Context: an optimization exercise on an open-source flow, tuned for small area and a short achievable clock period. The choices shown serve that exercise and are no tape-out recipe. Power figures rest on the tool's default switching activity, not on a simulated workload.

JK:
// swire_decoder
module swire_decoder (
    input  wire        clk,
    input  wire        rst,
    input  wire        sv,
    input  wire        din,
    input  wire        eos,
    input  wire [31:0] cfg_sample_rate,
    input  wire [31:0] cfg_bit_rate,
    input  wire [1:0]  cfg_address_bytes,
    input  wire [31:0] cfg_trig_wait,
    output reg         bits_valid,
    output reg  [1:0]  bits_class,
    output reg         bits_value,
    output wire [31:0] bits_start,
    output wire [31:0] bits_end,
    output reg         bytes_valid,
    output wire [7:0]  bytes_value,
    output reg         bytes_has_cmd,
    output reg         bytes_cmd,
    output reg         bytes_framing_ok,
    output wire [31:0] bytes_start,
    output wire [31:0] bytes_end,
    output reg         master_valid,
    output reg  [2:0]  master_class,
    output reg  [2:0]  master_kind,
    output reg  [23:0] master_data,
    output reg  [31:0] master_start,
    output wire [31:0] master_end,
    output reg         slave_valid,
    output wire [7:0]  slave_value,
    output wire [31:0] slave_start,
    output wire [31:0] slave_end,
    output reg         txn_valid,
    output reg         txn_outcome,
    output wire [2:0]  txn_kind,
    output wire [23:0] txn_addr,
    output wire [1:0]  txn_addr_cnt,
    output wire [7:0]  txn_rw_id,
    output wire        txn_rwid_valid,
    output wire        txn_dir,
    output wire [15:0] txn_data_cnt,
    output wire [31:0] txn_start,
    output wire [31:0] txn_end,
    output wire [3:0]  state,
    output reg         shape,
    output reg         txn_open,
    output wire [3:0]  cnt,
    output wire        done
);
==> flow/config.mk <==
export PLATFORM = sky130hd
export DESIGN_NAME = swire_decoder
export DESIGN_NICKNAME = swire_decoder
export VERILOG_FILES = /design/flow/design.v
export SDC_FILE = /design/flow/constraint.sdc
export NUM_CORES = 4
export LEC_CHECK = 0
export CAP_MARGIN = 20
export CORE_MARGIN = 2
export CORE_UTILIZATION = 40
export SLEW_MARGIN = 20
==> flow/constraint.sdc <==
create_clock -name core_clock -period 18.0 [get_ports {clk}]
set_input_delay 3.6000 -clock core_clock [delete_from_list [all_inputs] [get_ports {clk}]]
set_output_delay 3.6000 -clock core_clock [all_outputs]
set_load 0.01 [all_outputs]
run.sh (not shown) runs the stock make flow with config.mk's settings and CLKGATE_MAP_FILE= SYNTH_SCRIPT=/design/flow/synth_recipe.tcl, a recipe that flattens the netlist after the stock synthesis.
Every stage of the flow completed for JK, and the final layout passed the timing, design-rule and antenna checks.
[inputs] MS vs JK
==> flow/flow/run.sh (new file) <==
#!/bin/bash
# The standard layout (the standard.sh), with two changes to how it is
# made: the port buffers are buf_1 cells instead of ORFS's default delay
# buffers, and ORFS's own repair_timing steps aim for extra setup slack.
set -euo pipefail
cd "$(dirname "$0")/.."
export BUFFER_PORTS_ARGS="-buffer_cell sky130_fd_sc_hd__buf_1"
export SETUP_SLACK_MARGIN=12
bash standard.sh > orfs_make.log 2>&1
==> flow/standard.sh (new file) <==
#!/bin/bash
# synth_recipe.tcl (not shown) runs the flow's synth.tcl, then flattens the netlist and writes it again
# the make line also repeats each setting of config.mk as NAME=value (left out here)
make -C /OpenROAD-flow-scripts/flow DESIGN_CONFIG=/design/flow/config.mk WORK_HOME=/design/flow/orfs CLKGATE_MAP_FILE= SYNTH_SCRIPT=/design/flow/synth_recipe.tcl "${@:-finish}"
removed: flow/run.sh
[summary]
Looking at the reports, MS completed the entire flow and the layout it produced met the timing, design-rule and antenna checks. Cmp MS and JK / count of buffers added by post-CTS timing repair for setup / lower: JK. MS vs. JK: utilization of the core after routing now smaller, global-route wire length before repair now smaller. Comparing MS and JK, share of the cycle needed by the critical path after routing is lower on MS. Across both runs, global-route met3 utilization was higher for MS than for JK. [compare] base=JK new=MS: final critical-path setup slack increased 0.71 ns; cell total after placement essentially unchanged. Compared with JK, MS shows overall power consumption lower by about 3.6%. Against JK, final instance area in MS came out better.
Changes in AL relative to MS:
==> flow/flow/run.sh <==
#!/bin/bash
# The standard layout, with the port buffers made from buf_1 cells instead of
# ORFS's default delay buffers. Everything else is the standard.sh.
set -euo pipefail
cd "$(dirname "$0")/.."
export BUFFER_PORTS_ARGS="-buffer_cell sky130_fd_sc_hd__buf_1"
bash standard.sh > orfs_make.log 2>&1
Findings:
Looking at the reports, AL completed the entire flow and the layout it produced met the timing, design-rule and antenna checks. MS → AL: utilization decreased 0.18 points; part of the power in the clock network essentially unchanged. AL ended with more routed length on met3 than MS.
No run of this note included a check of the RTL's function; only the layout flow was run.

port drivers added, routing unchanged:
How much do the figures lean on ideal ports? The routed layouts below were timed once more, with nothing changed but the port constraints.
Step 1 (the two cells are an assumption about what drives the block):
set clk [get_ports {clk}]
set_driving_cell -lib_cell sky130_fd_sc_hd__clkbuf_16 $clk
set_driving_cell -lib_cell sky130_fd_sc_hd__buf_2 [delete_from_list [all_inputs] $clk]
Step 2 times the ports against the registers' clock, not the clock port: input delays grow and output delays shrink by t, the midpoint of the rising clock arrivals with the driver on.
Slacks: no drivers / after step 1 / after step 2; pairs: no drivers / after step 1.
| run | t (ns) | setup WS [ns] | hold WS [ns] |
|---|---|---|---|
| JK | 0.694 | 11.453 / 11.462 / 10.804 | 0.453 / 0.453 / 0.453 |
| MS | 0.695 | 12.165 / 12.190 / 11.495 | 0.446 / 0.446 / 0.446 |
| AL | 0.691 | 11.527 / 11.545 / 10.855 | 0.451 / 0.451 / 0.451 |
After both steps setup and hold are still met in every run listed. For AL, which loses most, drivers alone change the setup slack by +0.018 ns; drivers and shift together by -0.672 ns.
